Background: an optimization exercise with open tools, aiming at small area. Do not read the settings as production practice.
Function was checked by simulation only, so behaviour that the tests miss may differ from the original.
No driver is modelled on the clock port, so clocking that relies on it looks cheaper here than on a real chip.

## mwf1_rx
module mwf1_rx (
    input  wire        clk,
    input  wire        rst,
    input  wire        rx_valid,
    input  wire [7:0]  rx_data,
    output wire        rx_ready,
    output wire        tx_valid,
    output wire [7:0]  tx_data,
    input  wire        tx_ready,
    output wire        pay_we,
    output wire [14:0] pay_addr,
    output wire [7:0]  pay_wdata,
    output wire        frm_valid,
    output wire [14:0] frm_len,
    input  wire        frm_ready,
    output wire [1:0]  st_phase,
    output wire [1:0]  st_rx_state
);
==> flow/config.mk <==
export PLATFORM = sky130hd
export DESIGN_NAME = mwf1_rx
export DESIGN_NICKNAME = mwf1_rx
export VERILOG_FILES = /design/flow/design.v
export SDC_FILE = /design/flow/constraint.sdc
export NUM_CORES = 4
export LEC_CHECK = 0
export CAP_MARGIN = 0
export CORE_MARGIN = 2
export CORE_UTILIZATION = 80
export GPL_TIMING_DRIVEN = 0
export PLACE_DENSITY = 0.9
export SLEW_MARGIN = 0
==> flow/constraint.sdc <==
create_clock -name core_clock -period 5.0 [get_ports {clk}]
set_input_delay 1.0000 -clock core_clock [delete_from_list [all_inputs] [get_ports {clk}]]
set_output_delay 1.0000 -clock core_clock [all_outputs]
set_load 0.01 [all_outputs]
standard.sh (not shown) runs the stock make flow with config.mk's settings and CLKGATE_MAP_FILE= SYNTH_SCRIPT=/design/flow/synth_recipe.tcl, a recipe that flattens the netlist after the stock synthesis.
==> flow/flow/run.sh <==
#!/bin/bash
# The standard layout (standard.sh: the standard synthesis and ORFS flow),
# with these changes to how the layout is built:
#  - synthesis maps the logic with an area-oriented ABC script (two rounds of
#    mapping with relaxed delay, with a don't-care resynthesis between)
#    (flow/abc_map.script, used in place of ORFS's abc_speed.script through a
#    copy of ORFS's scripts folder in ./orfs_scripts; nothing else in the
#    copy changes, so the registers are those of the standard synthesis);
#  - the input and output port buffers use the smallest buffer cell
#    (sky130_fd_sc_hd__buf_1);
#  - the clock tree is built from clkbuf_4 buffers without dummy loads, and
#    after CTS each clock buffer whose flip-flops would see too slow a clock
#    slew is upsized to clkbuf_8 (flow/post_cts.tcl);
set -o pipefail
rm -rf orfs_scripts
cp -r "$FLOW_HOME/scripts" orfs_scripts
cp flow/abc_map.script orfs_scripts/abc_speed.script
export SCRIPTS_DIR="$PWD/orfs_scripts"
export BUFFER_PORTS_ARGS="-buffer_cell sky130_fd_sc_hd__buf_1"
export CTS_ARGS="-sink_clustering_enable -repair_clock_nets -buf_list sky130_fd_sc_hd__clkbuf_4 -dont_use_dummy_load"
export POST_CTS_TCL="$PWD/flow/post_cts.tcl"
export PRE_GLOBAL_PLACE_TCL="$PWD/flow/pre_gp.tcl"
bash standard.sh > standard.log 2>&1
==> flow/flow/abc_map.script <==
strash
&get -n
&st
&dch -f
&nf -R 1000 -p
&put
mfs2 -a
strash
&get -n
&st
&syn2
&dch -f
&nf -R 1000 -p
&put
==> flow/flow/post_cts.tcl <==
estimate_parasitics -placement
foreach inst [get_cells -hierarchical clkbuf*] {
  if {[get_property $inst ref_name] != "sky130_fd_sc_hd__clkbuf_4"} { continue }
  set out [get_pins -of_objects $inst -filter "direction==output"]
  set worst 0
  foreach pin [get_pins -of_objects [get_nets -of_objects $out] -filter "direction==input"] {
    if {[get_property $pin name] != "CLK"} { continue }
    foreach e {rise fall} {
      set s [get_property $pin slew_max_$e]
      if {$s > $worst} { set worst $s }
    }
  }
  if {$worst > 0.112} {
    puts "upsizing [get_name $inst] to clkbuf_8 (clock pin slew $worst ns)"
    replace_cell $inst sky130_fd_sc_hd__clkbuf_8
  }
}
estimate_parasitics -placement
detailed_placement
check_placement -verbose
estimate_parasitics -placement
==> flow/flow/pre_gp.tcl <==
# Run before global placement (PRE_GLOBAL_PLACE_TCL hook): remove the
# synthesis buffers, as ORFS does itself when placement is timing-driven.
remove_buffers
Rerun with:
--- a/flow/flow/run.sh
+++ b/flow/flow/run.sh
@@ -13 +13,3 @@
-#    slew is upsized to clkbuf_8 (flow/post_cts.tcl);
+#    slew is upsized to clkbuf_8 (flow/post_cts.tcl).
+# standard.sh's full output is written to standard.log in this folder; ORFS
+# keeps each step's log under orfs/logs/.
Final area does not change.
Synthesized cell count stays the same.
Clock-buffer cell count does not change.
Rerun with:
--- a/flow/flow/run.sh
+++ b/flow/flow/run.sh
@@ -24 +23,0 @@
-export PRE_GLOBAL_PLACE_TCL="$PWD/flow/pre_gp.tcl"
- GPL_TIMING_DRIVEN: 0 -> not set
removed: flow/flow/pre_gp.tcl
Critical path depth stays the same.
Final cell count goes up by 0.71%.
Routed wire length goes up by 1.1%.
Rerun with:
- CORE_UTILIZATION: 80 -> 70
- PLACE_DENSITY: 0.9 -> 0.85
Result:
- The changed run finished clean
- wire length drops by 4.7%
- via count drops by 4.0%
- worst hold slack improves by 0.025 ns

-- separate check: timing with driven ports --
Ports are ideal in the flow. The routed layouts listed here were re-timed in OpenROAD. Step 1 sets driving cells, clkbuf_16 on the clock port and buf_2 on the other inputs (assumed; they add their load-dependent delay and slew). Step 2 times the ports against the registers' clock, not the clock port: input delays grow and output delays shrink by t, the midpoint of the rising clock arrivals with the driver on. a / b / c = no drivers / after step 1 / after step 2; a / b = the first two.
run | shift t [ns] | slack for setup (ns) | clock arrival spread, ns
the first run | 0.454 | 0.560 / 0.560 / 0.169 | 0.027 / 0.026
the second run | 0.454 | 0.560 / 0.560 / 0.169 | 0.027 / 0.026
the third run | 0.479 | 1.249 / 1.249 / 0.777 | 0.032 / 0.031
the fourth run | 0.449 | 1.219 / 1.221 / 0.773 | 0.032 / 0.033
After both steps every run listed still meets setup and hold. The setup slack of the third run, which loses most, moves by 0.000 ns with the drivers and by -0.472 ns with both steps.
